What follows belongs to an exercise in optimizing a design on an open flow for small area; a production flow would make more cautious choices. The RTL was checked by simulation tests, not by an equivalence proof against the original design. No activity file was given, so power comes from the tool's default toggle rates.

### design/flow/flow/run.sh
#!/bin/bash
# Layout flow: the standard synthesis (standard.sh synth, unchanged), then
# the combinational logic of its netlist re-mapped for area by ABC (registers
# and full-adder cells kept as they are, same names and cell types), then the
# standard ORFS layout (standard.sh finish) on that netlist, with:
#  - every input and output port buffered with buf_1;
#  - clock tree synthesis without dummy loads, built from clkbuf_4 with
#    sink clusters of up to 8 flip-flops.
# Logs in this folder: flow_synth.log (standard synthesis), flow_resyn.log
# (the re-mapping, Yosys and ABC), flow_make.log (the rest of the layout);
# each ORFS step also keeps its own log under orfs/logs/.
set -euo pipefail
HERE=$PWD
F=$HERE/flow
R=$HERE/orfs/results/$FLOW_PLATFORM/bisecur_codec/base
LIB=$FLOW_HOME/platforms/$FLOW_PLATFORM/lib/sky130_fd_sc_hd__tt_025C_1v80.lib
YOSYS=$FLOW_HOME/../tools/install/yosys/bin/yosys
export BUFFER_PORTS_ARGS="-buffer_cell sky130_fd_sc_hd__buf_1"
export CTS_ARGS="-sink_clustering_enable -repair_clock_nets -sink_clustering_size 8 -sink_clustering_max_diameter 50 -dont_use_dummy_load -buf_list sky130_fd_sc_hd__clkbuf_4"

bash standard.sh synth > flow_synth.log 2>&1
cp $R/1_2_yosys.v $HERE/std_synth.v
sed -e "s#@LIB@#$LIB#g" -e "s#@IN@#$HERE/std_synth.v#" -e "s#@TOP@#$FLOW_TOP#" \
    -e "s#@DONTUSE@#$(cat $F/dont_use.txt)#" -e "s#@ABC@#$F/abc.script#" \
    -e "s#@STAT@#$HERE/resyn_stat.txt#" -e "s#@OUT@#$HERE/resyn.v#" $F/resyn.ys.in > $HERE/resyn.ys
$YOSYS -s $HERE/resyn.ys > flow_resyn.log 2>&1
cp $HERE/resyn.v $R/1_2_yosys.v
rm -f $R/1_synth.odb $R/1_synth.sdc
bash standard.sh finish > flow_make.log 2>&1
### design/flow/flow/abc.script
&get -n
&st
&deepsyn -T 60
&nf -R 1000
&put
### design/flow/flow/dont_use.txt
-dont_use sky130_fd_sc_hd__lpflow_bleeder_1 -dont_use sky130_fd_sc_hd__lpflow_clkbufkapwr_1 -dont_use sky130_fd_sc_hd__lpflow_clkbufkapwr_16 -dont_use sky130_fd_sc_hd__lpflow_clkbufkapwr_2 -dont_use sky130_fd_sc_hd__lpflow_clkbufkapwr_4 -dont_use sky130_fd_sc_hd__lpflow_clkbufkapwr_8 -dont_use sky130_fd_sc_hd__lpflow_clkinvkapwr_1 -dont_use sky130_fd_sc_hd__lpflow_clkinvkapwr_16 -dont_use sky130_fd_sc_hd__lpflow_clkinvkapwr_2 -dont_use sky130_fd_sc_hd__lpflow_clkinvkapwr_4 -dont_use sky130_fd_sc_hd__lpflow_clkinvkapwr_8 -dont_use sky130_fd_sc_hd__lpflow_decapkapwr_12 -dont_use sky130_fd_sc_hd__lpflow_decapkapwr_3 -dont_use sky130_fd_sc_hd__lpflow_decapkapwr_4 -dont_use sky130_fd_sc_hd__lpflow_decapkapwr_6 -dont_use sky130_fd_sc_hd__lpflow_decapkapwr_8 -dont_use sky130_fd_sc_hd__lpflow_inputiso0n_1 -dont_use sky130_fd_sc_hd__lpflow_inputiso0p_1 -dont_use sky130_fd_sc_hd__lpflow_inputiso1n_1 -dont_use sky130_fd_sc_hd__lpflow_inputiso1p_1 -dont_use sky130_fd_sc_hd__lpflow_inputisolatch_1 -dont_use sky130_fd_sc_hd__lpflow_isobufsrc_1 -dont_use sky130_fd_sc_hd__lpflow_isobufsrc_16 -dont_use sky130_fd_sc_hd__lpflow_isobufsrc_2 -dont_use sky130_fd_sc_hd__lpflow_isobufsrc_4 -dont_use sky130_fd_sc_hd__lpflow_isobufsrc_8 -dont_use sky130_fd_sc_hd__lpflow_isobufsrckapwr_16 -dont_use sky130_fd_sc_hd__lpflow_lsbuf_lh_hl_isowell_tap_1 -dont_use sky130_fd_sc_hd__lpflow_lsbuf_lh_hl_isowell_tap_2 -dont_use sky130_fd_sc_hd__lpflow_lsbuf_lh_hl_isowell_tap_4 -dont_use sky130_fd_sc_hd__lpflow_lsbuf_lh_isowell_4 -dont_use sky130_fd_sc_hd__lpflow_lsbuf_lh_isowell_tap_1 -dont_use sky130_fd_sc_hd__lpflow_lsbuf_lh_isowell_tap_2 -dont_use sky130_fd_sc_hd__lpflow_lsbuf_lh_isowell_tap_4 -dont_use sky130_fd_sc_hd__probe_p_8 -dont_use sky130_fd_sc_hd__probec_p_8 
### design/flow/flow/resyn.ys.in
# Re-map the combinational logic of the standard synthesis netlist for area.
# Registers (and the full-adder cells) stay as the instances standard synthesis
# made, with their names and cell types.
read_liberty -ignore_miss_func @LIB@
read_verilog @IN@
hierarchy -top @TOP@
setattr -mod -set keep_hierarchy 1 sky130_fd_sc_hd__df* sky130_fd_sc_hd__edf* sky130_fd_sc_hd__fa*
flatten
opt_clean -purge
abc -liberty @LIB@ @DONTUSE@ -script @ABC@ @TOP@
opt_clean -purge
hilomap -singleton -hicell sky130_fd_sc_hd__conb_1 HI -locell sky130_fd_sc_hd__conb_1 LO
splitnets
opt_clean -purge
blackbox sky130_fd_sc_hd__df* sky130_fd_sc_hd__edf* sky130_fd_sc_hd__fa*
tee -o @STAT@ stat -liberty @LIB@
write_verilog -noattr -nohex -nodec @OUT@
### design/flow/standard.sh
#!/bin/bash
# synth_recipe.tcl (not shown) runs the flow's synth.tcl, then flattens the netlist and writes it again
# the make line also repeats each setting of config.mk as NAME=value (left out here)
make -C /OpenROAD-flow-scripts/flow DESIGN_CONFIG=/design/flow/config.mk WORK_HOME=/design/flow/orfs CLKGATE_MAP_FILE= SYNTH_SCRIPT=/design/flow/synth_recipe.tcl "${@:-finish}"
### design/flow/config.mk
export PLATFORM = sky130hd
export DESIGN_NAME = bisecur_codec
export DESIGN_NICKNAME = bisecur_codec
export VERILOG_FILES = /design/flow/design.v
export SDC_FILE = /design/flow/constraint.sdc
export NUM_CORES = 4
export LEC_CHECK = 0
export CAP_MARGIN = 20
export CORE_MARGIN = 2
export CORE_UTILIZATION = 40
export SLEW_MARGIN = 20
### design/flow/constraint.sdc
create_clock -name core_clock -period 14.0 [get_ports {clk}]
set_input_delay 2.8000 -clock core_clock [delete_from_list [all_inputs] [get_ports {clk}]]
set_output_delay 2.8000 -clock core_clock [all_outputs]
set_load 0.01 [all_outputs]
### design/flow/design.v
module bisecur_codec (
    input  wire         clk,
    input  wire         rst,
    input  wire [31:0]  te_short,
    input  wire [31:0]  te_delta,
    input  wire         op_valid,
    input  wire [7:0]   op_code,
    input  wire         op_level,
    input  wire [31:0]  op_dur,
    input  wire         op_en,
    input  wire         op_src,
    input  wire         op_key_valid,
    input  wire         op_rep_valid,
    input  wire [15:0]  op_bit_count,
    input  wire [31:0]  op_repeat,
    input  wire [175:0] op_key,
    output reg          rsp_valid,
    output reg  [2:0]   rsp_status,
    output reg          rsp_sym_valid,
    output reg          rsp_sym_level,
    output reg  [31:0]  rsp_sym_dur,
    output wire         pkt_ready,
    output wire         rx_full,
    output wire [175:0] pkt_key,
    output wire [7:0]   pkt_calc,
    output wire         pkt_known,
    output wire         pkt_ok,
    output wire         pkt_valid
);
    localparam [2:0] S_RST  = 3'd0;
    localparam [2:0] S_PAS  = 3'd1;
    localparam [2:0] S_PHVL = 3'd2;
    localparam [2:0] S_PAL  = 3'd3;
    localparam [2:0] S_FD0  = 3'd4;    
    localparam [2:0] S_FD1  = 3'd5;    
    localparam [2:0] S_CPL  = 3'd6;
    function [32:0] add32;
        input [31:0] a, b;
        input        ci;
        integer k;
        reg c, c0, c1;
        reg [15:0] s0, s1;
        begin
            c = ci;
            for (k = 0; k < 16; k = k + 1) begin
                add32[k] = a[k] ^ b[k] ^ c;
                c = (a[k] & b[k]) | (a[k] & c) | (b[k] & c);
            end
            c0 = 1'b0;
            c1 = 1'b1;
            for (k = 16; k < 32; k = k + 1) begin
                s0[k-16] = a[k] ^ b[k] ^ c0;
                c0 = (a[k] & b[k]) | (a[k] & c0) | (b[k] & c0);
                s1[k-16] = a[k] ^ b[k] ^ c1;
                c1 = (a[k] & b[k]) | (a[k] & c1) | (b[k] & c1);
            end
            add32[31:16] = c ? s1 : s0;
            add32[32] = c ? c1 : c0;
        end
    endfunction
    function [31:0] add3;
        input [31:0] a, b, d;
        reg [31:0] ps, pc;
        reg [32:0] r;
        begin
            ps = a ^ b ^ d;
            pc = (a & b) | (a & d) | (b & d);
            r = add32(ps, {pc[30:0], 1'b0}, 1'b0);
            add3 = r[31:0];
        end
    endfunction
    function [31:0] dec32;
        input [31:0] a;
        integer k;
        reg b;
        begin
            b = 1'b1;
            for (k = 0; k < 32; k = k + 1) begin
                dec32[k] = a[k] ^ b;
                b = b & ~a[k];
            end
        end
    endfunction
    function lt32;
        input [31:0] a, b;
        integer k;
        reg c;
        begin
            c = 1'b0;
            for (k = 0; k < 32; k = k + 1)
                c = (~a[k] & b[k]) | ((~a[k] | b[k]) & c);
            lt32 = c;
        end
    endfunction
    reg [2:0]   dstate;     
    reg         lz_feed;    
    reg         lz_s, lz_l, lz_x;    
    reg         lz_lvl;     
    reg         lz_eq;      
    reg         lz_175;     
    reg [2:0]   d_state;    
    reg         d_app;      
    reg [7:0]   dcnt;
    reg         md_lvl;
    reg         cb_en;
    reg [175:0] dbuf;
    reg [175:0] pbuf;
    reg         p_valid;
    reg [175:0] eb;         
    reg [31:0]  erep;
    reg         eactive;
    reg         e_hdr;
    reg [7:0]   e_cnt;
    reg         e_sub;
    reg         e_prev;
    reg         e_cur;      
    wire op_dreset = (op_code == 8'h30);
    wire op_feed   = (op_code == 8'h31);
    wire op_setcb  = (op_code == 8'h32);
    wire op_parse  = (op_code == 8'h42);
    wire op_ser    = (op_code == 8'h43);
    wire op_load   = (op_code == 8'h50);
    wire op_yield  = (op_code == 8'h51);
    wire op_stop   = (op_code == 8'h52);
    wire op_legal  = op_dreset | op_feed | op_setcb | op_parse | op_ser |
                     op_load | op_yield | op_stop;
    wire [31:0] te_long = {te_short[30:0], 1'b0};
    wire [31:0] n_mark  = {te_short[28:0], 3'b000};
    reg s1, s2, s8, sf;      
    wire [31:0] x_base = ({32{s1}} & te_short) | ({32{s2}} & te_long) | ({32{s8}} & n_mark);
    wire [31:0] x_nom  = add3(x_base, {32{sf}} & te_short, {32{sf}} & {1'b0, te_short[31:1]});
    wire [32:0] d_hi = add32(op_dur, te_delta, 1'b0);      
    wire [32:0] d_lo = add32(op_dur, ~te_delta, 1'b1);     
    wire m_short = (d_hi[32] | lt32(te_short, d_hi[31:0])) & (~d_lo[32] | lt32(d_lo[31:0], te_short));
    wire m_long  = (d_hi[32] | lt32(te_long,  d_hi[31:0])) & (~d_lo[32] | lt32(d_lo[31:0], te_long));
    wire m_x     = (d_hi[32] | lt32(x_nom,    d_hi[31:0])) & (~d_lo[32] | lt32(d_lo[31:0], x_nom));
    wire cx160 = pbuf[108] ^ pbuf[92];
    wire cx161 = pbuf[118] ^ pbuf[113];
    wire cx162 = pbuf[107] ^ pbuf[91];
    wire cx163 = pbuf[109] ^ pbuf[106];
    wire cx164 = pbuf[116] ^ pbuf[110];
    wire cx165 = pbuf[115] ^ pbuf[105];
    wire cx166 = pbuf[119] ^ cx161;
    wire cx167 = pbuf[52] ^ cx163;
    wire cx168 = pbuf[112] ^ pbuf[99];
    wire cx169 = pbuf[95] ^ pbuf[71];
    wire cx170 = pbuf[36] ^ cx160;
    wire cx171 = pbuf[100] ^ pbuf[60];
    wire cx172 = pbuf[148] ^ pbuf[21];
    wire cx173 = pbuf[35] ^ cx162;
    wire cx174 = pbuf[147] ^ pbuf[64];
    wire cx175 = pbuf[163] ^ pbuf[51];
    wire cx176 = pbuf[63] ^ pbuf[59];
    wire cx177 = pbuf[114] ^ pbuf[88];
    wire cx178 = pbuf[56] ^ pbuf[25];
    wire cx179 = pbuf[164] ^ pbuf[66];
    wire cx180 = pbuf[90] ^ pbuf[79];
    wire cx181 = pbuf[94] ^ pbuf[16];
    wire cx182 = pbuf[159] ^ pbuf[30];
    wire cx183 = pbuf[93] ^ pbuf[61];
    wire cx184 = pbuf[149] ^ pbuf[20];
    wire cx185 = pbuf[102] ^ cx165;
    wire cx186 = pbuf[146] ^ pbuf[17];
    wire cx187 = pbuf[97] ^ cx164;
    wire cx188 = pbuf[117] ^ pbuf[23];
    wire cx189 = pbuf[150] ^ cx172;
    wire cx190 = pbuf[153] ^ pbuf[24];
    wire cx191 = pbuf[145] ^ pbuf[18];
    wire cx192 = pbuf[14] ^ cx175;
    wire cx193 = pbuf[89] ^ pbuf[9];
    wire cx194 = pbuf[151] ^ pbuf[22];
    wire cx195 = pbuf[158] ^ pbuf[29];
    wire cx196 = pbuf[144] ^ pbuf[31];
    wire cx197 = pbuf[26] ^ cx176;
    wire cx198 = pbuf[165] ^ pbuf[78];
    wire cx199 = pbuf[85] ^ cx174;
    wire cx200 = pbuf[67] ^ cx173;
    wire cx201 = pbuf[162] ^ pbuf[33];
    wire cx202 = pbuf[103] ^ pbuf[69];
    wire cx203 = pbuf[45] ^ cx168;
    wire cx204 = pbuf[141] ^ pbuf[37];
    wire cx205 = pbuf[124] ^ pbuf[40];
    wire cx206 = pbuf[152] ^ pbuf[54];
    wire cx207 = pbuf[122] ^ pbuf[34];
    wire cx208 = pbuf[98] ^ cx170;
    wire cx209 = pbuf[50] ^ cx185;
    wire cx210 = pbuf[57] ^ cx166;
    wire cx211 = pbuf[104] ^ pbuf[101];
    wire cx212 = pbuf[121] ^ pbuf[77];
    wire cx213 = pbuf[82] ^ cx169;
    wire cx214 = pbuf[125] ^ pbuf[73];
    wire cx215 = pbuf[53] ^ cx187;
    wire cx216 = pbuf[70] ^ cx191;
    wire cx217 = pbuf[126] ^ pbuf[38];
    wire cx218 = pbuf[65] ^ cx182;
    wire cx219 = pbuf[111] ^ pbuf[72];
    wire cx220 = pbuf[47] ^ pbuf[42];
    wire cx221 = pbuf[62] ^ pbuf[58];
    wire cx222 = pbuf[19] ^ cx186;
    wire cx223 = pbuf[156] ^ cx171;
    wire cx224 = pbuf[96] ^ cx167;
    wire cx225 = cx181 ^ cx216;
    wire cx226 = pbuf[138] ^ pbuf[48];
    wire cx227 = pbuf[68] ^ pbuf[8];
    wire cx228 = pbuf[74] ^ pbuf[13];
    wire cx229 = pbuf[10] ^ cx177;
    wire cx230 = cx184 ^ cx223;
    wire cx231 = cx188 ^ cx189;
    wire cx232 = pbuf[155] ^ cx197;
    wire cx233 = pbuf[49] ^ cx179;
    wire cx234 = pbuf[123] ^ cx180;
    wire cx235 = pbuf[157] ^ pbuf[28];
    wire cx236 = cx201 ^ cx205;
    wire cx237 = cx204 ^ cx214;
    wire cx238 = cx194 ^ cx196;
    wire cx239 = pbuf[143] ^ cx192;
    wire cx240 = pbuf[86] ^ cx218;
    wire cx241 = pbuf[39] ^ cx219;
    wire cx242 = pbuf[87] ^ pbuf[55];
    wire cx243 = pbuf[15] ^ cx210;
    wire cx244 = cx195 ^ cx199;
    wire cx245 = pbuf[154] ^ pbuf[27];
    wire cx246 = pbuf[136] ^ cx193;
    wire cx247 = pbuf[140] ^ cx183;
    wire cx248 = pbuf[120] ^ cx213;
    wire cx249 = cx178 ^ cx206;
    wire cx250 = pbuf[84] ^ cx232;
    wire cx251 = cx211 ^ cx234;
    wire cx252 = pbuf[46] ^ cx207;
    wire cx253 = pbuf[80] ^ cx203;
    wire cx254 = pbuf[166] ^ cx241;
    wire cx255 = pbuf[76] ^ pbuf[75];
    wire cx256 = pbuf[12] ^ cx209;
    wire cx257 = cx222 ^ cx236;
    wire cx258 = pbuf[83] ^ cx212;
    wire cx259 = pbuf[81] ^ cx200;
    wire cx260 = pbuf[11] ^ cx198;
    wire cx261 = cx190 ^ cx238;
    wire cx262 = cx221 ^ cx230;
    wire cx263 = pbuf[161] ^ cx260;
    wire cx264 = pbuf[44] ^ pbuf[32];
    wire cx265 = cx217 ^ cx220;
    wire cx266 = pbuf[160] ^ cx224;
    wire cx267 = pbuf[43] ^ cx263;
    wire cx268 = cx235 ^ cx250;
    wire cx269 = pbuf[167] ^ cx215;
    wire cx270 = pbuf[142] ^ cx243;
    wire cx271 = pbuf[137] ^ cx229;
    wire cx272 = cx226 ^ cx252;
    wire cx273 = cx231 ^ cx248;
    wire cx274 = cx244 ^ cx258;
    wire cx275 = cx225 ^ cx249;
    wire cx276 = pbuf[94] ^ cx237;
    wire cx277 = cx247 ^ cx256;
    wire cx278 = pbuf[135] ^ cx239;
    wire cx279 = pbuf[41] ^ cx228;
    wire cx280 = pbuf[139] ^ cx233;
    wire cx281 = cx208 ^ cx227;
    wire cx282 = pbuf[164] ^ cx268;
    wire cx283 = pbuf[68] ^ cx254;
    wire cx284 = pbuf[127] ^ cx255;
    wire cx285 = pbuf[93] ^ cx202;
    wire cx286 = cx276 ^ cx279;
    wire cx287 = pbuf[117] ^ cx253;
    wire cx288 = pbuf[49] ^ cx264;
    wire cx289 = pbuf[123] ^ cx265;
    wire cx290 = cx245 ^ cx262;
    wire cx291 = pbuf[89] ^ cx283;
    wire cx292 = pbuf[41] ^ cx240;
    wire cx293 = pbuf[128] ^ cx246;
    wire cx294 = pbuf[95] ^ pbuf[63];
    wire cx295 = pbuf[138] ^ cx245;
    wire cx296 = pbuf[163] ^ pbuf[54];
    wire cx297 = pbuf[152] ^ cx270;
    wire cx298 = pbuf[83] ^ cx208;
    wire cx299 = pbuf[109] ^ cx273;
    wire cx300 = pbuf[47] ^ cx259;
    wire cx301 = cx244 ^ cx269;
    wire cx302 = cx246 ^ cx266;
    wire cx303 = pbuf[33] ^ cx302;
    wire cx304 = cx170 ^ cx242;
    wire cx305 = pbuf[160] ^ cx277;
    wire cx306 = pbuf[119] ^ cx251;
    wire cx307 = cx171 ^ cx247;
    wire cx308 = pbuf[26] ^ cx190;
    wire cx309 = pbuf[99] ^ cx261;
    wire cx310 = pbuf[121] ^ pbuf[55];
    wire cx311 = cx271 ^ cx292;
    wire cx312 = cx217 ^ cx239;
    wire cx313 = pbuf[46] ^ pbuf[19];
    wire cx314 = pbuf[98] ^ cx188;
    wire cx315 = cx284 ^ cx290;
    wire cx316 = cx202 ^ cx293;
    wire cx317 = cx209 ^ cx278;
    wire cx318 = pbuf[53] ^ cx281;
    wire cx319 = pbuf[129] ^ pbuf[104];
    wire cx320 = pbuf[167] ^ pbuf[133];
    wire cx321 = cx242 ^ cx286;
    wire cx322 = pbuf[108] ^ pbuf[100];
    wire cx323 = pbuf[40] ^ cx167;
    wire cx324 = pbuf[37] ^ cx222;
    wire cx325 = pbuf[105] ^ cx282;
    wire cx326 = pbuf[92] ^ cx307;
    wire cx327 = pbuf[60] ^ cx224;
    wire cx328 = pbuf[56] ^ cx270;
    wire cx329 = cx160 ^ cx184;
    wire cx330 = pbuf[73] ^ pbuf[57];
    wire cx331 = pbuf[88] ^ cx325;
    wire cx332 = pbuf[148] ^ cx257;
    wire cx333 = cx215 ^ cx271;
    wire cx334 = cx275 ^ cx300;
    wire cx335 = pbuf[130] ^ cx272;
    wire cx336 = pbuf[81] ^ cx280;
    wire cx337 = cx164 ^ cx320;
    wire cx338 = cx294 ^ cx312;
    wire cx339 = cx285 ^ cx337;
    wire cx340 = pbuf[91] ^ pbuf[90];
    wire cx341 = pbuf[131] ^ cx306;
    wire cx342 = cx228 ^ cx269;
    wire cx343 = pbuf[165] ^ cx289;
    wire cx344 = cx203 ^ cx212;
    wire cx345 = cx324 ^ cx335;
    wire cx346 = pbuf[78] ^ cx266;
    wire cx347 = cx168 ^ cx326;
    wire cx348 = pbuf[110] ^ pbuf[43];
    wire cx349 = pbuf[59] ^ cx310;
    wire cx350 = pbuf[80] ^ pbuf[42];
    wire cx351 = pbuf[84] ^ cx174;
    wire cx352 = pbuf[67] ^ cx169;
    wire cx353 = cx274 ^ cx348;
    wire cx354 = cx311 ^ cx319;
    wire cx355 = cx267 ^ cx333;
    wire cx356 = pbuf[76] ^ cx220;
    wire cx357 = pbuf[65] ^ pbuf[44];
    wire cx358 = pbuf[107] ^ cx161;
    wire cx359 = pbuf[134] ^ cx313;
    wire cx360 = pbuf[71] ^ cx288;
    wire cx361 = cx316 ^ cx323;
    wire cx362 = cx173 ^ cx296;
    wire cx363 = cx295 ^ cx334;
    wire cx364 = pbuf[127] ^ cx231;
    wire cx365 = cx327 ^ cx351;
    wire cx366 = cx226 ^ cx342;
    wire cx367 = pbuf[96] ^ cx194;
    wire cx368 = cx180 ^ cx227;
    wire cx369 = cx297 ^ cx359;
    wire cx370 = pbuf[101] ^ cx353;
    wire cx371 = pbuf[132] ^ cx257;
    wire cx372 = pbuf[45] ^ cx233;
    wire cx373 = cx322 ^ cx350;
    wire cx374 = cx237 ^ cx240;
    wire cx375 = pbuf[34] ^ cx338;
    wire cx376 = cx177 ^ cx183;
    wire cx377 = pbuf[51] ^ cx352;
    wire cx378 = cx329 ^ cx365;
    wire cx379 = cx259 ^ cx369;
    wire cx380 = pbuf[137] ^ cx195;
    wire cx381 = pbuf[114] ^ cx347;
    wire cx382 = pbuf[126] ^ cx196;
    wire cx383 = pbuf[125] ^ cx193;
    wire cx384 = cx291 ^ cx371;
    wire cx385 = pbuf[52] ^ pbuf[50];
    wire cx386 = cx358 ^ cx368;
    wire cx387 = cx166 ^ cx287;
    wire cx388 = pbuf[32] ^ cx304;
    wire cx389 = pbuf[139] ^ pbuf[58];
    wire cx390 = pbuf[141] ^ pbuf[124];
    wire cx391 = cx340 ^ cx387;
    wire cx392 = cx192 ^ cx249;
    wire cx393 = cx179 ^ cx303;
    wire cx394 = pbuf[112] ^ cx181;
    wire cx395 = cx315 ^ cx318;
    wire cx396 = pbuf[111] ^ cx178;
    wire cx397 = pbuf[11] ^ cx362;
    wire cx398 = pbuf[142] ^ pbuf[62];
    wire cx399 = pbuf[38] ^ cx355;
    wire cx400 = pbuf[103] ^ pbuf[64];
    wire cx401 = pbuf[48] ^ cx390;
    wire cx402 = cx251 ^ cx382;
    wire cx403 = pbuf[74] ^ cx248;
    wire cx404 = cx162 ^ cx377;
    wire cx405 = cx221 ^ cx344;
    wire cx406 = cx165 ^ cx345;
    wire cx407 = cx207 ^ cx363;
    wire cx408 = cx163 ^ cx298;
    wire cx409 = cx330 ^ cx389;
    wire cx410 = pbuf[82] ^ cx301;
    wire cx411 = pbuf[31] ^ cx185;
    wire cx412 = cx411 ^ cx254;
    wire cx413 = cx412 ^ cx278;
    wire cx414 = cx413 ^ cx308;
    wire cx415 = cx414 ^ cx328;
    wire cx416 = cx415 ^ cx343;
    wire cx417 = cx416 ^ cx367;
    wire cx418 = cx417 ^ cx370;
    wire cx419 = cx418 ^ cx376;
    wire cx420 = cx419 ^ cx394;
    wire cx421 = cx420 ^ cx395;
    wire cx422 = cx421 ^ cx401;
    wire cx423 = cx422 ^ cx403;
    wire cx424 = pbuf[135] ^ pbuf[122];
    wire cx425 = cx424 ^ pbuf[118];
    wire cx426 = cx425 ^ pbuf[74];
    wire cx427 = cx426 ^ pbuf[23];
    wire cx428 = cx427 ^ pbuf[17];
    wire cx429 = cx428 ^ cx189;
    wire cx430 = cx429 ^ cx198;
    wire cx431 = cx430 ^ cx230;
    wire cx432 = cx431 ^ cx281;
    wire cx433 = cx432 ^ cx289;
    wire cx434 = cx433 ^ cx309;
    wire cx435 = cx434 ^ cx331;
    wire cx436 = cx435 ^ cx360;
    wire cx437 = cx436 ^ cx361;
    wire cx438 = cx437 ^ cx374;
    wire cx439 = cx438 ^ cx392;
    wire cx440 = cx439 ^ cx410;
    wire cx441 = pbuf[157] ^ pbuf[147];
    wire cx442 = cx441 ^ pbuf[69];
    wire cx443 = cx442 ^ pbuf[20];
    wire cx444 = cx443 ^ cx204;
    wire cx445 = cx444 ^ cx273;
    wire cx446 = cx445 ^ cx275;
    wire cx447 = cx446 ^ cx317;
    wire cx448 = cx447 ^ cx354;
    wire cx449 = cx448 ^ cx356;
    wire cx450 = cx449 ^ cx386;
    wire cx451 = cx450 ^ cx388;
    wire cx452 = cx451 ^ cx393;
    wire cx453 = cx452 ^ cx405;
    wire cx454 = pbuf[158] ^ pbuf[149];
    wire cx455 = cx454 ^ pbuf[90];
    wire cx456 = cx455 ^ pbuf[72];
    wire cx457 = cx456 ^ pbuf[70];
    wire cx458 = cx457 ^ cx172;
    wire cx459 = cx458 ^ cx197;
    wire cx460 = cx459 ^ cx242;
    wire cx461 = cx460 ^ cx258;
    wire cx462 = cx461 ^ cx261;
    wire cx463 = cx462 ^ cx285;
    wire cx464 = cx463 ^ cx328;
    wire cx465 = cx464 ^ cx373;
    wire cx466 = cx465 ^ cx393;
    wire cx467 = cx466 ^ cx399;
    wire cx468 = cx467 ^ cx404;
    wire cx469 = cx468 ^ cx406;
    wire cx470 = pbuf[162] ^ pbuf[159];
    wire cx471 = cx470 ^ pbuf[150];
    wire cx472 = cx471 ^ pbuf[143];
    wire cx473 = cx472 ^ pbuf[120];
    wire cx474 = cx473 ^ pbuf[115];
    wire cx475 = cx474 ^ pbuf[22];
    wire cx476 = cx475 ^ pbuf[12];
    wire cx477 = cx476 ^ cx291;
    wire cx478 = cx477 ^ cx314;
    wire cx479 = cx478 ^ cx341;
    wire cx480 = cx479 ^ cx360;
    wire cx481 = cx480 ^ cx378;
    wire cx482 = cx481 ^ cx399;
    wire cx483 = cx482 ^ cx407;
    wire cx484 = cx483 ^ cx409;
    wire cx485 = pbuf[155] ^ pbuf[151];
    wire cx486 = cx485 ^ pbuf[144];
    wire cx487 = cx486 ^ pbuf[118];
    wire cx488 = cx487 ^ pbuf[85];
    wire cx489 = cx488 ^ pbuf[69];
    wire cx490 = cx489 ^ pbuf[28];
    wire cx491 = cx490 ^ cx208;
    wire cx492 = cx491 ^ cx234;
    wire cx493 = cx492 ^ cx253;
    wire cx494 = cx493 ^ cx299;
    wire cx495 = cx494 ^ cx305;
    wire cx496 = cx495 ^ cx308;
    wire cx497 = cx496 ^ cx349;
    wire cx498 = cx497 ^ cx357;
    wire cx499 = cx498 ^ cx366;
    wire cx500 = cx499 ^ cx384;
    wire cx501 = cx500 ^ cx397;
    wire cx502 = cx501 ^ cx409;
    wire cx503 = pbuf[161] ^ pbuf[147];
    wire cx504 = cx503 ^ pbuf[140];
    wire cx505 = cx504 ^ pbuf[86];
    wire cx506 = cx505 ^ pbuf[75];
    wire cx507 = cx506 ^ pbuf[29];
    wire cx508 = cx507 ^ pbuf[24];
    wire cx509 = cx508 ^ pbuf[12];
    wire cx510 = cx509 ^ cx205;
    wire cx511 = cx510 ^ cx216;
    wire cx512 = cx511 ^ cx219;
    wire cx513 = cx512 ^ cx252;
    wire cx514 = cx513 ^ cx286;
    wire cx515 = cx514 ^ cx290;
    wire cx516 = cx515 ^ cx336;
    wire cx517 = cx516 ^ cx339;
    wire cx518 = cx517 ^ cx349;
    wire cx519 = cx518 ^ cx367;
    wire cx520 = cx519 ^ cx391;
    wire cx521 = cx520 ^ cx392;
    wire cx522 = cx521 ^ cx408;
    wire cx523 = pbuf[162] ^ pbuf[153];
    wire cx524 = cx523 ^ pbuf[146];
    wire cx525 = cx524 ^ pbuf[122];
    wire cx526 = cx525 ^ pbuf[110];
    wire cx527 = cx526 ^ pbuf[97];
    wire cx528 = cx527 ^ pbuf[70];
    wire cx529 = cx528 ^ pbuf[30];
    wire cx530 = cx529 ^ pbuf[14];
    wire cx531 = cx530 ^ cx211;
    wire cx532 = cx531 ^ cx255;
    wire cx533 = cx532 ^ cx282;
    wire cx534 = cx533 ^ cx299;
    wire cx535 = cx534 ^ cx321;
    wire cx536 = cx535 ^ cx343;
    wire cx537 = cx536 ^ cx379;
    wire cx538 = cx537 ^ cx381;
    wire cx539 = cx538 ^ cx385;
    wire cx540 = cx539 ^ cx396;
    wire cx541 = pbuf[139] ^ pbuf[106];
    wire cx542 = cx541 ^ pbuf[105];
    wire cx543 = cx542 ^ pbuf[102];
    wire cx544 = cx543 ^ pbuf[16];
    wire cx545 = cx544 ^ cx175;
    wire cx546 = cx545 ^ cx176;
    wire cx547 = cx546 ^ cx191;
    wire cx548 = cx547 ^ cx198;
    wire cx549 = cx548 ^ cx236;
    wire cx550 = cx549 ^ cx272;
    wire cx551 = cx550 ^ cx274;
    wire cx552 = cx551 ^ cx354;
    wire cx553 = cx552 ^ cx383;
    wire cx554 = cx553 ^ cx391;
    wire cx555 = cx554 ^ cx395;
    wire cx556 = cx555 ^ cx396;
    wire cx557 = pbuf[166] ^ pbuf[87];
    wire cx558 = cx557 ^ pbuf[77];
    wire cx559 = cx558 ^ pbuf[10];
    wire cx560 = cx559 ^ cx189;
    wire cx561 = cx560 ^ cx202;
    wire cx562 = cx561 ^ cx210;
    wire cx563 = cx562 ^ cx268;
    wire cx564 = cx563 ^ cx292;
    wire cx565 = cx564 ^ cx336;
    wire cx566 = cx565 ^ cx346;
    wire cx567 = cx566 ^ cx356;
    wire cx568 = cx567 ^ cx381;
    wire cx569 = cx568 ^ cx383;
    wire cx570 = cx569 ^ cx397;
    wire cx571 = cx570 ^ cx402;
    wire cx572 = cx571 ^ cx406;
    wire cx573 = pbuf[127] ^ pbuf[113];
    wire cx574 = cx573 ^ pbuf[106];
    wire cx575 = cx574 ^ pbuf[77];
    wire cx576 = cx575 ^ pbuf[72];
    wire cx577 = cx576 ^ pbuf[27];
    wire cx578 = cx577 ^ cx200;
    wire cx579 = cx578 ^ cx225;
    wire cx580 = cx579 ^ cx229;
    wire cx581 = cx580 ^ cx238;
    wire cx582 = cx581 ^ cx262;
    wire cx583 = cx582 ^ cx265;
    wire cx584 = cx583 ^ cx267;
    wire cx585 = cx584 ^ cx280;
    wire cx586 = cx585 ^ cx305;
    wire cx587 = cx586 ^ cx341;
    wire cx588 = cx587 ^ cx388;
    wire cx589 = cx588 ^ cx401;
    wire cx590 = cx589 ^ cx410;
    wire cx591 = pbuf[145] ^ pbuf[136];
    wire cx592 = cx591 ^ pbuf[116];
    wire cx593 = cx592 ^ pbuf[114];
    wire cx594 = cx593 ^ pbuf[79];
    wire cx595 = cx594 ^ pbuf[13];
    wire cx596 = cx595 ^ cx176;
    wire cx597 = cx596 ^ cx206;
    wire cx598 = cx597 ^ cx211;
    wire cx599 = cx598 ^ cx235;
    wire cx600 = cx599 ^ cx267;
    wire cx601 = cx600 ^ cx277;
    wire cx602 = cx601 ^ cx288;
    wire cx603 = cx602 ^ cx364;
    wire cx604 = cx603 ^ cx374;
    wire cx605 = cx604 ^ cx384;
    wire cx606 = cx605 ^ cx394;
    wire cx607 = cx606 ^ cx398;
    wire cx608 = cx607 ^ cx400;
    wire cx609 = cx608 ^ cx404;
    wire cx610 = cx609 ^ cx408;
    wire cx611 = pbuf[166] ^ pbuf[88];
    wire cx612 = cx611 ^ pbuf[66];
    wire cx613 = cx612 ^ pbuf[56];
    wire cx614 = cx613 ^ pbuf[48];
    wire cx615 = cx614 ^ pbuf[18];
    wire cx616 = cx615 ^ cx186;
    wire cx617 = cx616 ^ cx201;
    wire cx618 = cx617 ^ cx256;
    wire cx619 = cx618 ^ cx261;
    wire cx620 = cx619 ^ cx287;
    wire cx621 = cx620 ^ cx321;
    wire cx622 = cx621 ^ cx339;
    wire cx623 = cx622 ^ cx357;
    wire cx624 = cx623 ^ cx375;
    wire cx625 = cx624 ^ cx378;
    wire cx626 = cx625 ^ cx380;
    wire cx627 = cx626 ^ cx386;
    wire cx628 = cx627 ^ cx398;
    wire cx629 = pbuf[154] ^ pbuf[75];
    wire cx630 = cx629 ^ pbuf[25];
    wire cx631 = cx630 ^ cx199;
    wire cx632 = cx631 ^ cx218;
    wire cx633 = cx632 ^ cx225;
    wire cx634 = cx633 ^ cx241;
    wire cx635 = cx634 ^ cx361;
    wire cx636 = cx635 ^ cx364;
    wire cx637 = cx636 ^ cx366;
    wire cx638 = cx637 ^ cx372;
    wire cx639 = cx638 ^ cx373;
    wire cx640 = cx639 ^ cx375;
    wire cx641 = cx640 ^ cx376;
    wire cx642 = cx641 ^ cx379;
    wire cx643 = pbuf[128] ^ pbuf[113];
    wire cx644 = cx643 ^ pbuf[39];
    wire cx645 = cx644 ^ pbuf[15];
    wire cx646 = cx645 ^ pbuf[9];
    wire cx647 = cx646 ^ cx182;
    wire cx648 = cx647 ^ cx213;
    wire cx649 = cx648 ^ cx214;
    wire cx650 = cx649 ^ cx223;
    wire cx651 = cx650 ^ cx232;
    wire cx652 = cx651 ^ cx309;
    wire cx653 = cx652 ^ cx317;
    wire cx654 = cx653 ^ cx332;
    wire cx655 = cx654 ^ cx346;
    wire cx656 = cx655 ^ cx370;
    wire cx657 = cx656 ^ cx372;
    wire cx658 = cx657 ^ cx407;
    wire cx659 = pbuf[161] ^ pbuf[138];
    wire cx660 = cx659 ^ pbuf[85];
    wire cx661 = cx660 ^ pbuf[61];
    wire cx662 = cx661 ^ pbuf[55];
    wire cx663 = cx662 ^ pbuf[8];
    wire cx664 = cx663 ^ cx187;
    wire cx665 = cx664 ^ cx190;
    wire cx666 = cx665 ^ cx200;
    wire cx667 = cx666 ^ cx243;
    wire cx668 = cx667 ^ cx264;
    wire cx669 = cx668 ^ cx284;
    wire cx670 = cx669 ^ cx293;
    wire cx671 = cx670 ^ cx314;
    wire cx672 = cx671 ^ cx331;
    wire cx673 = cx672 ^ cx332;
    wire cx674 = cx673 ^ cx380;
    wire cx675 = cx674 ^ cx385;
    wire cx676 = cx675 ^ cx400;
    wire cx677 = cx676 ^ cx402;
    wire cx678 = cx677 ^ cx403;
    wire cx679 = cx678 ^ cx405;
    wire crc_a0 = cx423;
    wire crc_a1 = ~cx440;
    wire crc_a2 = cx453;
    wire crc_a3 = ~cx469;
    wire crc_a4 = cx484;
    wire crc_a5 = ~cx502;
    wire crc_a6 = cx522;
    wire crc_a7 = ~cx540;
    wire crc_b0 = ~cx556;
    wire crc_b1 = ~cx572;
    wire crc_b2 = cx590;
    wire crc_b3 = ~cx610;
    wire crc_b4 = cx628;
    wire crc_b5 = ~cx642;
    wire crc_b6 = ~cx658;
    wire crc_b7 = cx679;
    wire [7:0] crc_a = {crc_a7,crc_a6,crc_a5,crc_a4,crc_a3,crc_a2,crc_a1,crc_a0};
    wire [7:0] crc_b = {crc_b7,crc_b6,crc_b5,crc_b4,crc_b3,crc_b2,crc_b1,crc_b0};
    wire [7:0] p_type = pbuf[175:168];
    assign pkt_known = ({p_type[7:6], p_type[4:0]} == 7'b0110000);
    assign pkt_calc  = pkt_known ? (p_type[5] ? crc_b : crc_a) : 8'h00;
    assign pkt_ok    = pkt_known & (pkt_calc == pbuf[7:0]);
    assign pkt_key   = pbuf;
    assign pkt_valid = p_valid;
    assign rx_full   = (d_state == S_CPL);
    wire [7:0] e_inc = e_cnt + 8'd1;
    wire e_nxt    = (e_inc < 8'd176) ? eb[e_inc] : 1'b0;    
    wire e_h0     = (e_cnt[5:0] == 6'd0);
    wire e_h41    = e_cnt[5] & e_cnt[3] & ~e_cnt[2] & ~e_cnt[1] & e_cnt[0];
    wire e_hsync  = e_cnt[5] & e_cnt[3] & (e_cnt[2] | e_cnt[1]);
    wire e_h45    = e_cnt[5] & e_cnt[3] & e_cnt[2] & e_cnt[0];
    wire e_close  = e_cnt[7] & e_cnt[5] & e_cnt[4];
    wire e_same   = ~e_sub & (e_cur == e_prev);
    wire e_run    = eactive & (erep != 32'd0);
    wire e_level  = e_hdr ? e_cnt[0] : (e_sub ? e_cur : ~e_prev);
    always @* begin
        if (op_code[6]) begin
            if (e_hdr) begin
                s1 = ~e_h0 & ~e_h41 & ~e_hsync;
                s2 = e_hsync;
                s8 = e_h41;
                sf = e_h0;
            end else begin
                s1 = ~e_close & (e_sub | e_same);
                s2 = e_close | ~(e_sub | e_same);
                s8 = 1'b0;
                sf = e_close;
            end
        end else begin
            s1 = 1'b0;
            s2 = d_state[2];
            s8 = (d_state == S_PAS);
            sf = ~(d_state == S_PAS);
        end
    end
    wire d175     = dcnt[7] & dcnt[5] & dcnt[3] & dcnt[2] & dcnt[1] & dcnt[0];
    wire k_short  = lz_s | (lz_175 & lz_x);
    wire k_any    = k_short | lz_l;
    always @* begin
        d_state = dstate;
        d_app   = 1'b0;
        if (lz_feed) begin
            case (dstate)
            S_RST:  if (!lz_lvl && lz_x) d_state = S_PAS;
            S_PAS:  if (lz_lvl && lz_x) d_state = S_PHVL;
                    else if (!lz_s) d_state = S_RST;
            S_PHVL: d_state = (!lz_lvl && lz_l) ? S_PAL : S_RST;
            S_PAL:  if (!lz_lvl && lz_s) d_state = S_FD1;
                    else if (!lz_l) d_state = S_RST;
            S_FD0:  d_state = k_short ? S_FD1 : S_RST;
            S_FD1:  if (!k_any || lz_eq) d_state = S_RST;
                    else begin
                        d_app = 1'b1;
                        if (lz_175) d_state = cb_en ? S_CPL : S_RST;
                        else d_state = k_short ? S_FD0 : S_FD1;
                    end
            default: ;
            endcase
        end
    end
    assign pkt_ready = d_app & lz_175 & cb_en;
    wire ld_ok   = (op_bit_count == 16'd176) & op_key_valid;
    wire d_shift = (d_state == S_FD1) & (op_level != md_lvl);
    wire parse_go = op_src | (d_state == S_CPL);
    wire p_ld   = ~rst & op_valid & op_parse & parse_go;
    wire p_ldk  = p_ld & op_src;
    wire p_ldd  = p_ld & ~op_src;
    wire p_hold = ~rst & ~p_ld;
    always @(posedge clk)
        pbuf <= ({176{p_ldk}} & op_key) | ({176{p_ldd}} & dbuf) | ({176{p_hold}} & pbuf);
    always @(posedge clk) begin
        rsp_sym_dur   <= x_nom;
        rsp_sym_level <= e_level;
        rsp_sym_valid <= e_run;
        rsp_status    <= !op_legal                      ? 3'd4 :
                         (op_parse & ~parse_go)         ? 3'd3 :
                         (op_ser & ~p_valid)            ? 3'd3 :
                         (op_load & (op_bit_count != 16'd176)) ? 3'd1 :
                         (op_load & ~op_key_valid)      ? 3'd2 : 3'd0;
        lz_s   <= m_short;
        lz_l   <= m_long;
        lz_x   <= m_x;
        lz_lvl <= op_level;
        lz_eq  <= (op_level == md_lvl);
        lz_175 <= d175;
        if (op_valid && op_feed) begin
            if (d_state == S_PAL) dcnt <= 8'd0;
            else if (d_shift) dcnt <= dcnt + 8'd1;
            md_lvl <= op_level;
            if (d_shift) dbuf <= {dbuf[174:0], md_lvl};
        end
        if (op_valid && op_load && ld_ok) begin
            eb   <= {op_key[0], op_key[1], op_key[2], op_key[3], op_key[4], op_key[5], op_key[6], op_key[7],
                     op_key[8], op_key[9], op_key[10], op_key[11], op_key[12], op_key[13], op_key[14], op_key[15],
                     op_key[16], op_key[17], op_key[18], op_key[19], op_key[20], op_key[21], op_key[22], op_key[23],
                     op_key[24], op_key[25], op_key[26], op_key[27], op_key[28], op_key[29], op_key[30], op_key[31],
                     op_key[32], op_key[33], op_key[34], op_key[35], op_key[36], op_key[37], op_key[38], op_key[39],
                     op_key[40], op_key[41], op_key[42], op_key[43], op_key[44], op_key[45], op_key[46], op_key[47],
                     op_key[48], op_key[49], op_key[50], op_key[51], op_key[52], op_key[53], op_key[54], op_key[55],
                     op_key[56], op_key[57], op_key[58], op_key[59], op_key[60], op_key[61], op_key[62], op_key[63],
                     op_key[64], op_key[65], op_key[66], op_key[67], op_key[68], op_key[69], op_key[70], op_key[71],
                     op_key[72], op_key[73], op_key[74], op_key[75], op_key[76], op_key[77], op_key[78], op_key[79],
                     op_key[80], op_key[81], op_key[82], op_key[83], op_key[84], op_key[85], op_key[86], op_key[87],
                     op_key[88], op_key[89], op_key[90], op_key[91], op_key[92], op_key[93], op_key[94], op_key[95],
                     op_key[96], op_key[97], op_key[98], op_key[99], op_key[100], op_key[101], op_key[102], op_key[103],
                     op_key[104], op_key[105], op_key[106], op_key[107], op_key[108], op_key[109], op_key[110], op_key[111],
                     op_key[112], op_key[113], op_key[114], op_key[115], op_key[116], op_key[117], op_key[118], op_key[119],
                     op_key[120], op_key[121], op_key[122], op_key[123], op_key[124], op_key[125], op_key[126], op_key[127],
                     op_key[128], op_key[129], op_key[130], op_key[131], op_key[132], op_key[133], op_key[134], op_key[135],
                     op_key[136], op_key[137], op_key[138], op_key[139], op_key[140], op_key[141], op_key[142], op_key[143],
                     op_key[144], op_key[145], op_key[146], op_key[147], op_key[148], op_key[149], op_key[150], op_key[151],
                     op_key[152], op_key[153], op_key[154], op_key[155], op_key[156], op_key[157], op_key[158], op_key[159],
                     op_key[160], op_key[161], op_key[162], op_key[163], op_key[164], op_key[165], op_key[166], op_key[167],
                     op_key[168], op_key[169], op_key[170], op_key[171], op_key[172], op_key[173], op_key[174], op_key[175]};
            erep <= op_rep_valid ? op_repeat : 32'd1;
        end else if (op_valid && op_yield && e_run && !e_hdr && e_close) begin
            erep <= erep - 32'd1;
        end
        if (op_valid && op_load && ld_ok) begin
            e_hdr <= 1'b1;
            e_cnt <= 8'd0;
        end else if (op_valid && op_yield && e_run) begin
            if (e_hdr) begin
                if (e_h45) begin
                    e_hdr <= 1'b0;
                    e_sub <= 1'b1;
                    e_cnt <= 8'd0;
                    e_cur <= eb[0];
                end else
                    e_cnt <= e_inc;
            end else if (e_close) begin
                e_hdr <= 1'b1;
                e_cnt <= 8'd0;
            end else begin
                e_prev <= e_cur;
                e_sub  <= e_same;
                if (!e_same) begin
                    e_cnt <= e_inc;
                    e_cur <= e_nxt;
                end
            end
        end
        if (rst) begin
            dstate    <= S_RST;
            cb_en     <= 1'b0;
            p_valid   <= 1'b0;
            eactive   <= 1'b0;
            rsp_valid <= 1'b0;
            lz_feed   <= 1'b0;
        end else begin
            rsp_valid <= op_valid;
            lz_feed   <= op_valid & op_feed;
            dstate    <= d_state;
            if (op_valid) begin
                if (op_dreset) dstate <= S_RST;
                if (op_setcb) cb_en <= op_en;
                if (op_parse && parse_go) p_valid <= 1'b1;
                if (op_load) eactive <= ld_ok;
                if (op_yield && !e_run) eactive <= 1'b0;
                if (op_stop) eactive <= 1'b0;
            end
        end
    end
endmodule
==> results.sh, run 1 <==
export IMPL_cp_max_fo=3
export IMPL_final_layout_size_suffix_gt1_frac=0.0753
export IMPL_die_area_um2=82400
export IMPL_grt_overflow_total=0
export IMPL_die_h_um=287
export IMPL_share_comb_of_total_power=0.192
export IMPL_fin_tns_setup_ns=0
export IMPL_worst_pin_slew_ns=1.07
export IMPL_hold_buffers=0
export IMPL_finalSetupViolCount=0
export IMPL_drt_initial_drc_count=3552
export IMPL_place_congestion=1.00
export IMPL_dp_hpwl_um=95700
export IMPL_initial_core_util=0.405
export IMPL_grt_max_degree=176
export IMPL_worst_slack_ns=0.387
export IMPL_die_w_um=287
export IMPL_clockBufferDepth=3
export IMPL_wl_per_cell_um=27.8
export IMPL_grt_pass1_vias=25200
export IMPL_vdd_drop_max_uv=69.4
export IMPL_cts_resized=0
export IMPL_fin_crit_sh=0.972
export IMPL_crit_arrival_ns=14.41
export IMPL_swShare=0.292
export IMPL_cts_sinks=632
export IMPL_power_switching_w=0.00108
export IMPL_cp_common_cell="fa_2"
export IMPL_ys_warn_count=1
export IMPL_power_per_cell_area_nw_per_um2=99.2
export IMPL_dpl_cell_count=4418
export IMPL_hold_path_class="reg -> reg"
export IMPL_cp_slowest_cell="fa_1"
export IMPL_finalNetCount=3877
export IMPL_avgSynthCellArea_um2=11.8
export IMPL_final_max_slew_viol_count=0
export IMPL_cts_tree="yes"
export IMPL_grt_pass1_wl_um=177000
export IMPL_fmaxAchievable_mhz=73.5
export IMPL_clockPowerShare=0.261
export IMPL_drc=0
export IMPL_hold_viol_final=0
export IMPL_p_leak_nw=11.9
export IMPL_areaGrowthSynthToFinish_pct=16.1
export IMPL_crit_type="in -> reg"
export IMPL_ctsHtreeMaxLevel=3
export IMPL_vias=26500
export IMPL_totalWireLength_um=126000
export IMPL_dp_slack_ns=-0.722
export IMPL_period_minus_slack_ns=13.61
export IMPL_cap_violations=0
export IMPL_synthCells=2708
export IMPL_max_slew_margin_rel=0.285
export IMPL_placementRows=103
export IMPL_seqPwrFrac=0.547
export IMPL_worstPathRequired_ns=14.80
export IMPL_internal_power_w=0.00261
export IMPL_cp_slowest_stage_delay_ns=0.50
export IMPL_pin_count=563
export IMPL_ant_nets=0
export IMPL_syn_nets=3117
export IMPL_grt_total_usage=0.297
export IMPL_cp_start_kind="primary input"
export IMPL_numCtsBuffers=98
export IMPL_clk_latency_ns=0.95
export IMPL_syn_area_um2=32000
export IMPL_cts_setup_buffers=0
export IMPL_layout_commonest_cell="buf_1"
export IMPL_layout_cells_non_filler=4527
export IMPL_status="timing/DRC/antenna clean"
export IMPL_skew_ns=0.105
export IMPL_dr_pass1_iters=13
export IMPL_clkTransAtPathRegs_ns=0.10
export IMPL_antenna_found_initial=15
export IMPL_cts_root_buf="clkbuf_4"
export IMPL_design_core_area_um2=79100
export IMPL_routed_via_density=5.86
export IMPL_worstSetupEndpointType="register"
export IMPL_final_cell_mix="buf_1 (560), xnor2_1 (428), edfxtp_1 (396)"
export IMPL_numPortBuffers=562
[power by group through the flow]
| stage | clock network, W | registers (W) | logic (W) |
|---|---|---|---|
| after global routing | 0.00106 | 0.00203 | 0.000770 |
| after detailed placement | 0 | 0.00206 | 0.000694 |
| after global placement | 0 | 0.00207 | 0.000694 |
| after floorplan | 0 | 0.00208 | 0.000416 |
| after CTS | 0.000991 | 0.00202 | 0.000697 |
| final | 0.000963 | 0.00202 | 0.000709 |
[worst paths after layout]
check / startpoint / end / slack (ns) / cells past startpoint
worst max-delay path: op_code[6] / lz_x / 0.39 / 48
worst min-delay path: dbuf[53] / dbuf[54] / 0.39 / 0
worst max register to register: lz_x / lz_x / 0.64 / 53
worst min register to register: dbuf[53] / dbuf[54] / 0.39 / 0
[stage by stage]
stage,cell area (µm²),hold WS [ns],power [W],utilization
floorplan,32200,0.425,0.00249,-
global placement,36400,0.430,0.00276,0.460
detailed placement,36400,0.434,0.00276,0.460
CTS,37100,0.363,0.00371,0.469
global route,37200,0.381,0.00385,0.470
finish,37200,0.389,0.00369,0.470
[cell type report]
cell class	instances	area [µm²]
inverters	278	1050
fillers	7572	41900
clock buffers	98	736
diodes	11	27.5
well taps	1050	1310
repair buffers	660	2870
multi-input cells	1798	14600
flip-flops and latches	632	16600
[registers in the layout, indices dropped and copies added, names as in the netlist, 3 cells and up]
name         count
dstate           3
dbuf           176
erep            32
e_cnt            8
pbuf           176
rsp_status       3
dcnt             8
rsp_sym_dur     32
eb             176
[metal layers]
metal | wire [µm] | up-vias | global-route usage
met2 | 58000 | 1522 | 0.474
met5 | 59 | - | 0
met1 | 50400 | 13000 | 0.396
met4 | 5340 | 8 | 0.118
li1 | - | 11700 | -
met3 | 12000 | 256 | 0.0606
[worst max-delay path, delay by kind of cell]
family | cells | cell delay (ns)
xor gates and xnor gates | 4 | 0.58
AOI/OAI and AO/OA | 5 | 0.66
and+or+nand+nor | 6 | 0.90
adders and majority gates | 27 | 8.90
buffers and inverters | 6 | 0.57
==> run 2, diff against run 1 <==
--- a/design/flow/flow/run.sh
+++ b/design/flow/flow/run.sh
@@ -6,5 +6,5 @@
 #  - every input and output port buffered with buf_1;
 #  - clock tree synthesis without dummy loads, built from clkbuf_4 with
-#    sink clusters of up to 8 flip-flops.
+#    sink clusters of up to 10 flip-flops (35 um across).
 # Logs in this folder: flow_synth.log (standard synthesis), flow_resyn.log
 # (the re-mapping, Yosys and ABC), flow_make.log (the rest of the layout);
@@ -17,5 +17,5 @@
 YOSYS=$FLOW_HOME/../tools/install/yosys/bin/yosys
 export BUFFER_PORTS_ARGS="-buffer_cell sky130_fd_sc_hd__buf_1"
-export CTS_ARGS="-sink_clustering_enable -repair_clock_nets -sink_clustering_size 8 -sink_clustering_max_diameter 50 -dont_use_dummy_load -buf_list sky130_fd_sc_hd__clkbuf_4"
+export CTS_ARGS="-sink_clustering_enable -repair_clock_nets -sink_clustering_size 10 -sink_clustering_max_diameter 35 -dont_use_dummy_load -buf_list sky130_fd_sc_hd__clkbuf_4"
 
 bash standard.sh synth > flow_synth.log 2>&1
==> results.sh, run 2 <==
export IMPL_fin_crit_sh=0.970
export IMPL_period_minus_slack_ns=13.59
export IMPL_clk_latency_ns=0.98
export IMPL_clkTransAtPathRegs_ns=0.11
export IMPL_grt_max_degree=176
export IMPL_route_met3_wl_um=12600
export IMPL_vdd_drop_max_uv=66.9
export IMPL_routed_via_density=5.86
export IMPL_num_fill_cells=7545
export IMPL_avgSynthCellArea_um2=11.8
export IMPL_final_cell_mix="buf_1 (560), xnor2_1 (428), edfxtp_1 (396)"
export IMPL_cp_common_cell="fa_1"
export IMPL_cts_root_buf="clkbuf_4"
export IMPL_grt_pass1_vias=25300
export IMPL_cts_tree="yes"
export IMPL_r2r_cells=52
export IMPL_worstPathRequired_ns=14.80
export IMPL_clockBufferDepth=3
export IMPL_fin_tns_setup_ns=0
export IMPL_cp_start_kind="primary input"
export IMPL_vias=26600
export IMPL_synthCells=2708
export IMPL_numPortBuffers=562
export IMPL_ctsHtreeMaxLevel=3
export IMPL_die_w_um=287
export IMPL_dp_hpwl_um=95700
export IMPL_syn_area_um2=32000
export IMPL_totalWireLength_um=126000
export IMPL_route_met2_wl_um=57100
export IMPL_fmaxAchievable_mhz=73.6
export IMPL_syn_nets=3117
export IMPL_cp_slowest_cell="fa_1"
export IMPL_antenna_found_initial=20
export IMPL_max_slew_margin_rel=0.278
export IMPL_cp_slowest_stage_delay_ns=0.42
export IMPL_hold_viol_final=0
export IMPL_layout_commonest_cell="buf_1"
export IMPL_grt_total_usage=0.296
export IMPL_highest_layer="met5"
export IMPL_cp_max_fo=6
export IMPL_die_area_um2=82400
export IMPL_final_max_slew_viol_count=0
export IMPL_status="timing/DRC/antenna clean"
export IMPL_cts_sinks=632
export IMPL_numCtsBuffers=112
export IMPL_initial_core_util=0.405
export IMPL_worst_pin_slew_ns=1.08
export IMPL_hold_path_class="reg -> reg"
export IMPL_largest_registers="dbuf (176), eb (176), pbuf (176)"
export IMPL_cts_resized=0
export IMPL_skew_ns=0.134
export IMPL_ant_nets=0
export IMPL_final_layout_size_suffix_gt1_frac=0.0787
export IMPL_worst_hold_slack_ns=0.393
export IMPL_die_h_um=287
export IMPL_min_path_cells=0
export IMPL_place_congestion=1.00
export IMPL_post_route_util=0.472
export IMPL_hold_buffers=0
export IMPL_grt_pass1_wl_um=176000
export IMPL_placementRows=103
export IMPL_p_leak_nw=11.9
export IMPL_drt_initial_drc_count=3439
export IMPL_drc=0
export IMPL_finalNetCount=3891
export IMPL_cap_violations=0
export IMPL_cts_setup_buffers=0
export IMPL_dr_pass1_iters=15
export IMPL_ys_warn_count=1
export IMPL_power_per_cell_area_nw_per_um2=100
export IMPL_wl_met1_um=49700
export IMPL_finalSetupViolCount=0
export IMPL_grt_overflow_total=0
export IMPL_design_core_area_um2=79100
export IMPL_crit_type="in -> reg"
export IMPL_pin_count=563
export IMPL_crit_arrival_ns=14.39
export IMPL_worstSetupEndpointType="register"
export IMPL_wl_per_cell_um=27.6
export IMPL_areaGrowthSynthToFinish_pct=16.5
[run 2: path summary, 6_finish.rpt]
path | startpoint | to | slack (ns)
setup / recovery | op_dur[0] | lz_x | 0.41
hold / removal | dbuf[160] | dbuf[161] | 0.39
setup reg to reg | dstate[1] | lz_x | 0.63
hold reg to reg | dbuf[160] | dbuf[161] | 0.39
[run 2: cell type report]
class,count,area (µm²),area share
repair buffers,660,2860,0.0767
inverters,278,1050,0.0281
well taps,1050,1310,0.0352
clock buffers,112,841,0.0225
flip-flops and latches,632,16600,0.445
diodes,12,30.0,0.000805
multi-input cells,1798,14600,0.391
[run 2: stage by stage]
step | power, W | cells | instance area, µm² | setup WS (ns)
after floorplan | 0.00249 | 2708 | 32200 | -0.148
after global placement | 0.00276 | 4418 | 36400 | -0.668
after detailed placement | 0.00276 | 4418 | 36400 | -0.722
after CTS | 0.00375 | 4530 | 37200 | 0.157
after global routing | 0.00389 | 4539 | 37300 | -0.0289
final | 0.00373 | 4542 | 37300 | 0.415
[run 2: worst max-delay path, delay by kind of cell]
family | cells | cell delay (ns)
AND/OR/NAND/NOR | 5 | 0.64
buffers and inverters | 1 | 0.11
AO/OA/AOI/OAI | 5 | 0.66
adder cells (fa/ha/maj) | 27 | 10.17
[run 2: metal layers]
metal  vias to the layer above  track usage
met5                         -            0
met4                        12        0.137
met3                       280       0.0729
met2                      1585        0.463
met1                     13000        0.386
li1                      11800            -
[run 2: where the power goes]
part	internal [W]	total [W]	switching, W	leakage, nW
clock network	0.000360	0.00100	0.000643	0.515
registers	0.00200	0.00202	0.0000190	5.04
logic	0.000292	0.000709	0.000417	6.36
==> run 3, diff against run 2 <==
--- a/design/flow/design.v
+++ b/design/flow/design.v
@@ -59,15 +59,4 @@
         end
     endfunction
-    function [31:0] add3;
-        input [31:0] a, b, d;
-        reg [31:0] ps, pc;
-        reg [32:0] r;
-        begin
-            ps = a ^ b ^ d;
-            pc = (a & b) | (a & d) | (b & d);
-            r = add32(ps, {pc[30:0], 1'b0}, 1'b0);
-            add3 = r[31:0];
-        end
-    endfunction
     function [31:0] dec32;
         input [31:0] a;
@@ -126,8 +115,11 @@
                      op_load | op_yield | op_stop;
     wire [31:0] te_long = {te_short[30:0], 1'b0};
+    wire [31:0] te_4    = {te_short[29:0], 2'b00};
     wire [31:0] n_mark  = {te_short[28:0], 3'b000};
-    reg s1, s2, s8, sf;      
-    wire [31:0] x_base = ({32{s1}} & te_short) | ({32{s2}} & te_long) | ({32{s8}} & n_mark);
-    wire [31:0] x_nom  = add3(x_base, {32{sf}} & te_short, {32{sf}} & {1'b0, te_short[31:1]});
+    reg s1, s2, s4, s8, sf;      
+    wire [31:0] x_base = ({32{s1}} & te_short) | ({32{s2}} & te_long) |
+                         ({32{s4}} & te_4) | ({32{s8}} & n_mark);
+    wire [32:0] x_s    = add32(x_base, {32{sf}} & ~{1'b0, te_short[31:1]}, sf & ~te_short[0]);
+    wire [31:0] x_nom  = x_s[31:0];
     wire [32:0] d_hi = add32(op_dur, te_delta, 1'b0);      
     wire [32:0] d_lo = add32(op_dur, ~te_delta, 1'b1);     
@@ -694,10 +686,12 @@
             if (e_hdr) begin
                 s1 = ~e_h0 & ~e_h41 & ~e_hsync;
-                s2 = e_hsync;
+                s2 = e_hsync | e_h0;
+                s4 = 1'b0;
                 s8 = e_h41;
                 sf = e_h0;
             end else begin
                 s1 = ~e_close & (e_sub | e_same);
-                s2 = e_close | ~(e_sub | e_same);
+                s2 = ~e_close & ~(e_sub | e_same);
+                s4 = e_close;
                 s8 = 1'b0;
                 sf = e_close;
@@ -705,5 +699,6 @@
         end else begin
             s1 = 1'b0;
-            s2 = d_state[2];
+            s2 = ~d_state[2] & ~(d_state == S_PAS);
+            s4 = d_state[2];
             s8 = (d_state == S_PAS);
             sf = ~(d_state == S_PAS);
--- a/design/flow/flow/run.sh
+++ b/design/flow/flow/run.sh
@@ -6,5 +6,5 @@
 #  - every input and output port buffered with buf_1;
 #  - clock tree synthesis without dummy loads, built from clkbuf_4 with
-#    sink clusters of up to 10 flip-flops (35 um across).
+#    sink clusters of up to 8 flip-flops.
 # Logs in this folder: flow_synth.log (standard synthesis), flow_resyn.log
 # (the re-mapping, Yosys and ABC), flow_make.log (the rest of the layout);
@@ -17,5 +17,5 @@
 YOSYS=$FLOW_HOME/../tools/install/yosys/bin/yosys
 export BUFFER_PORTS_ARGS="-buffer_cell sky130_fd_sc_hd__buf_1"
-export CTS_ARGS="-sink_clustering_enable -repair_clock_nets -sink_clustering_size 10 -sink_clustering_max_diameter 35 -dont_use_dummy_load -buf_list sky130_fd_sc_hd__clkbuf_4"
+export CTS_ARGS="-sink_clustering_enable -repair_clock_nets -sink_clustering_size 8 -sink_clustering_max_diameter 50 -dont_use_dummy_load -buf_list sky130_fd_sc_hd__clkbuf_4"
 
 bash standard.sh synth > flow_synth.log 2>&1
==> results.sh, run 3 <==
export IMPL_numPortBuffers=562
export IMPL_ctsHtreeMaxLevel=3
export IMPL_antenna_found_initial=11
export IMPL_seq_area_um2=16600
export IMPL_totalWireLength_um=126000
export IMPL_post_route_util=0.475
export IMPL_hold_path_class="reg -> reg"
export IMPL_dp_hpwl_um=95400
export IMPL_clockBufferDepth=3
export IMPL_avgSynthCellArea_um2=11.6
export IMPL_grt_overflow_total=0
export IMPL_pin_count=563
export IMPL_fin_crit_sh=0.965
export IMPL_cp_common_cell="maj3_1"
export IMPL_r2r_start="e_cnt[1]"
export IMPL_clk_latency_ns=0.94
export IMPL_placementRows=103
export IMPL_dp_slack_ns=-0.704
export IMPL_cts_tree="yes"
export IMPL_crit_type="in -> reg"
export IMPL_grt_total_usage=0.298
export IMPL_regToRegSetupSlack_ns=0.70
export IMPL_design_core_area_um2=78700
export IMPL_die_w_um=286
export IMPL_max_slew_margin_rel=0.124
export IMPL_grt_max_degree=177
export IMPL_num_fill_cells=7527
export IMPL_hold_viol_final=0
export IMPL_p_leak_nw=12.5
export IMPL_hold_path_startpoint="dbuf[77]"
export IMPL_worst_pin_slew_ns=1.31
export IMPL_period_minus_slack_ns=13.50
export IMPL_syn_area_um2=31800
export IMPL_grt_pass1_wl_um=177000
export IMPL_layout_cells_non_filler=4599
export IMPL_multiInputGateArea_um2=14400
export IMPL_ys_warn_count=1
export IMPL_cap_violations=0
export IMPL_cp_start_kind="primary input"
export IMPL_crit_arrival_ns=14.23
export IMPL_syn_nets=3122
export IMPL_dpl_cell_count=4483
export IMPL_drc=0
export IMPL_layout_commonest_cell="buf_1"
export IMPL_power_per_cell_area_nw_per_um2=101
export IMPL_place_area_um2=36400
export IMPL_dr_pass1_iters=14
export IMPL_die_area_um2=81700
export IMPL_initial_core_util=0.403
export IMPL_vias=26600
export IMPL_ant_nets=0
export IMPL_clkTransAtPathRegs_ns=0.10
export IMPL_wl_per_cell_um=27.4
export IMPL_final_layout_size_suffix_gt1_frac=0.0904
export IMPL_status="timing/DRC/antenna clean"
export IMPL_vdd_drop_max_uv=56.1
export IMPL_cp_startpoint="op_dur[0]"
export IMPL_final_cell_mix="buf_1 (560), xnor2_1 (459), edfxtp_1 (396)"
export IMPL_use_met3=0.0612
export IMPL_cts_root_buf="clkbuf_4"
export IMPL_worstPathRequired_ns=14.72
export IMPL_final_max_slew_viol_count=0
export IMPL_worstSetupEndpointType="register"
export IMPL_finalSetupViolCount=0
export IMPL_synthCells=2740
export IMPL_cts_sinks=632
export IMPL_finalNetCount=3923
export IMPL_skew_ns=0.130
export IMPL_numCtsBuffers=100
export IMPL_routed_via_density=5.78
export IMPL_grt_pass1_vias=25200
export IMPL_drt_initial_drc_count=3440
export IMPL_areaGrowthSynthToFinish_pct=17.7
export IMPL_use_met2=0.488
export IMPL_die_h_um=286
export IMPL_worst_slack_ns=0.496
export IMPL_use_met1=0.382
export IMPL_largest_registers="dbuf (176), eb (176), pbuf (176)"
export IMPL_design_area_um2=37400
export IMPL_fmaxAchievable_mhz=74.1
export IMPL_cp_slowest_cell="fa_2"
export IMPL_cp_max_fo=3
export IMPL_cp_slowest_stage_delay_ns=0.54
export IMPL_place_congestion=1.02
export IMPL_busiest_layer="met2"
-- run 3: final timing paths --
| path | end | cells after the start |
|---|---|---|
| worst min-delay path | dbuf[78] | 0 |
| worst max-delay path | lz_x | 37 |
| worst min register to register | dbuf[78] | 0 |
| worst max register to register | lz_x | 46 |
-- run 3: per-layer routing --
layer | wire length [µm] | part of all wire | vias up
li1 | - | - | 11900
met4 | 5490 | 0.043 | 6
met5 | 34 | 0.00027 | -
met3 | 11500 | 0.091 | 234
met1 | 49600 | 0.39 | 12900
met2 | 59500 | 0.47 | 1517
-- run 3: layout make-up --
type | count | share of cell area
tap | 1050 | 0.0352
antenna | 10 | 0.000670
clock buffer | 100 | 0.0201
multi-input combinational | 1832 | 0.387
sequential | 632 | 0.445
inverter | 276 | 0.0280
timing repair buffer | 699 | 0.0847
-- run 3: per-stage QoR --
| stage | power (W) | hold slack (ns) | TNS, ns |
|---|---|---|---|
| after floorplan | 0.00250 | 0.425 | -0.133 |
| after detailed placement | 0.00281 | 0.432 | -1.91 |
| after global placement | 0.00281 | 0.429 | -1.37 |
| after global routing | 0.00393 | 0.370 | -0.0453 |
| final | 0.00376 | 0.376 | 0 |
| after CTS | 0.00376 | 0.341 | 0 |
-- run 3: critical path: cells and delay by family --
kind,cells,cell delay (ns)
AOI/OAI and AO/OA,6,0.76
adders and majority gates,27,10.16
buffers and inverters,2,0.27
and+or+nand+nor,2,0.20
-- run 3: power by group --
part | total [W] | leakage [nW] | switching [W] | internal (W)
clock | 0.000964 | 0.460 | 0.000639 | 0.000324
sequential | 0.00203 | 5.56 | 0.0000240 | 0.00200
combinational | 0.000771 | 6.43 | 0.000406 | 0.000365
-- run 3: repair_timing --
action / 4_1_cts / 5_1_grt
endpoints found under the setup margin: 0 / 4
resized for setup: 0 / 36
hold buffers: 0 / 0
buffers inserted: 0 / 6

[separate check: timing with driven ports]
Ports are ideal in the flow. The routed layouts listed here were re-timed in OpenROAD.
Step 1 sets driving cells, clkbuf_16 on the clock port and buf_2 on the other inputs (assumed; they add their load-dependent delay and slew).
Step 2, shift: input delay + t, output delay - t, t = (earliest + latest rising clock arrival at the registers) / 2. This alone moves slack from input paths to output paths.
Three values: ideal, step 1, step 2; two values: the first two.
| run | t (ns) | slack for setup (ns) | clock arrival spread, ns | cell pins on the clock port's net |
|---|---|---|---|---|
| run 1 | 0.948 | 0.387 / 0.426 / -0.522 | 0.137 / 0.138 | 1 |
| run 2 | 0.971 | 0.415 / 0.456 / -0.515 | 0.156 / 0.156 | 1 |
| run 3 | 0.933 | 0.496 / 0.541 / -0.392 | 0.155 / 0.155 | 1 |
With both steps, setup timing fails in every run listed, where it was met with ideal ports. The setup slack of run 2, which loses most, moves by +0.041 ns with the drivers and by -0.930 ns with both steps.
